This is an optimization exercise on Yosys and OpenROAD, whose aim is small area, not a production implementation.
The RTL was checked by simulation tests, not by an equivalence proof against the original design.
The clock port is modelled as an ideal driver, which makes a skipped or thinned clock tree look cheaper than it is; a real chip needs a root buffer or a tree.

== run 4 ==
## ri_codec
module ri_codec (
    input  wire        clk,
    input  wire        rst_n,
    input  wire        tick,          
    input  wire        edge_valid,    
    input  wire        edge_rising,   
    input  wire        uart_valid,    
    input  wire [7:0]  uart_data,
    output wire        ri_out,        
    output wire        input_en,      
    output wire        frame_active,  
    output wire        rx_valid,      
    output wire [11:0] rx_cmd,
    output wire        tx_valid,      
    output wire [15:0] tx_cmd
);
    reg  [15:0] pt;        
    reg  [3:0]  tk;        
    reg  [11:0] bbuf;      
    reg         fip;       
    reg  [2:0]  len;       
    reg         bad;       
    reg  [15:0] val;       
    reg         act;       
    reg         pin;       
    wire [3:0] ph     = val[15:12];    
    wire       ph_hdr = (ph == 4'd0);
    wire       ph_trl = (ph == 4'd13);
    wire       bitv   = ph[1] ? (ph[0] ? val[9] : val[10])
                              : (ph[0] ? val[11] : val[8]);
    wire       c100 = pt[6] & pt[5] & pt[2];
    wire       c200 = pt[7] & pt[6] & pt[3];
    wire       c300 = pt[8] & pt[5] & pt[3] & pt[2];
    wire       c400 = pt[8] & pt[7] & pt[4];
    wire       hit  = act & (pin ? (ph_hdr ? c300 : c100)
                                 : (ph_hdr ? c400 : ((bitv & !ph_trl) ? c300 : c200)));
    wire       go_low      = hit & pin;
    wire       phase_end   = hit & !pin;
    wire       phase_start = phase_end & !ph_trl;
    wire       done        = phase_end & ph_trl;
    wire ev_uart  = len[2] & len[1] & !len[0];
    wire txv      = len[2] & len[1] & len[0];
    wire tx_start = ev_uart & !bad;
    wire tk12     = (tk == 4'd12);
    wire tk13     = (tk == 4'd13);
    wire tk14     = (tk == 4'd14);
    wire tk15     = (tk == 4'd15);
    wire act_mid   = tx_start | (act & !done);
    wire armed_mid = act ? done : !tx_start;
    wire zero_pt   = tx_start | phase_start | done;
    wire [2:0] len_mid = (len[2] & len[1]) ? 3'd0 : len;
    wire       pt_lo = ~|pt[15:9];
    wire [8:0] x     = pt[8:0];
    wire       hdr   = pt_lo & (x >= 9'd251) & (x <= 9'd349);
  ...
Settings: LEC_CHECK=0, CAP_MARGIN=0, CORE_MARGIN=2, CORE_UTILIZATION=70, PLACE_DENSITY=0.8, SLEW_MARGIN=0; clock period 10.0 ns.
standard.sh (not shown) runs the stock make flow with config.mk's settings and CLKGATE_MAP_FILE= SYNTH_SCRIPT=/design/flow/synth_recipe.tcl, a recipe that flattens the netlist after the stock synthesis.
==> flow/flow/run.sh <==
#!/bin/bash
# The standard layout (the standard.sh) with these changes:
#  - synthesis uses flow/synth.tcl: the standard synthesis script with an
#    area-oriented ABC script (flow/area.abc) for the logic mapping;
#  - the port buffers are the smallest buffer, buf_1, instead of the default;
#  - the clock tree is built by flow/manual_cts.tcl (a PRE_CTS_TCL hook): the
#    clock port drives 2 to 4 clock buffers, each driving one cluster of
#    registers; the smallest tree whose estimated clock-pin slew is under
#    110 ps is kept.
# Tool output goes to synth.log and standard.log here and to ORFS's logs.
set -euo pipefail
here=$(pwd)
export BUFFER_PORTS_ARGS="-buffer_cell sky130_fd_sc_hd__buf_1"
export PRE_CTS_TCL="$here/flow/manual_cts.tcl"
export MANUAL_CTS_SLEW_NS=0.110
export MY_ABC_SCRIPT="$here/flow/area.abc"
sed "s#SYNTH_SCRIPT=[^ ]*#SYNTH_SCRIPT=$here/flow/synth.tcl#" standard.sh > own_synth.sh
grep -q "SYNTH_SCRIPT=$here/flow/synth.tcl" own_synth.sh
bash own_synth.sh synth > synth.log 2>&1
bash standard.sh > standard.log 2>&1
Other scripts of this flow, unchanged in this note and not shown: flow/flow/area.abc, flow/flow/manual_cts.tcl, flow/flow/synth.tcl
Run 4 finished all stages; the layout is clean.
Relative to run 4, the following input files were edited for run 1:
--- a/flow/config.mk
+++ b/flow/config.mk
@@ -10,2 +10,2 @@
-export CORE_UTILIZATION = 70
-export PLACE_DENSITY = 0.8
+export CORE_UTILIZATION = 80
+export PLACE_DENSITY = 0.9
==> results.txt <==
Cmp run 4 and run 1 / number of standard-cell rows in the floorplan / higher: run 4. Horizontal die dimension came out lower on run 1 than on run 4. Run 1: aborted in global placement (3_3_place_gp) (tool error). Delta (run 1 minus run 4): simple-gate portion of the synthesized area level; number of distinct library cells after synthesis ~0 delta; height of the chip now sits lower.
The clock cells of run 4 come from the design's own scripts or RTL, not from TritonCTS.

re-timing with driven ports:
How much do the figures lean on ideal ports? The routed layout below was timed once more, with nothing changed but the port constraints.
Step 1 sets driving cells, clkbuf_16 on the clock port and buf_2 on the other inputs (assumed; they add their load-dependent delay and slew).
Step 2 times the ports against the registers' clock, not the clock port: input delays grow and output delays shrink by t, the midpoint of the rising clock arrivals with the driver on.
Three values: ideal ports, drivers, drivers and shift; two values: the first two.
run: run 4
t (ns): 0.206
setup slack, ns: 5.646 / 5.669 / 5.463
worst hold slack (ns): 0.458 / 0.458 / 0.458
worst setup path at the end: input to register
pins driven straight from the clock port: 2
After both steps run 4 still meets setup and hold. For run 4, drivers alone change the setup slack by +0.023 ns; drivers and shift together by -0.183 ns.
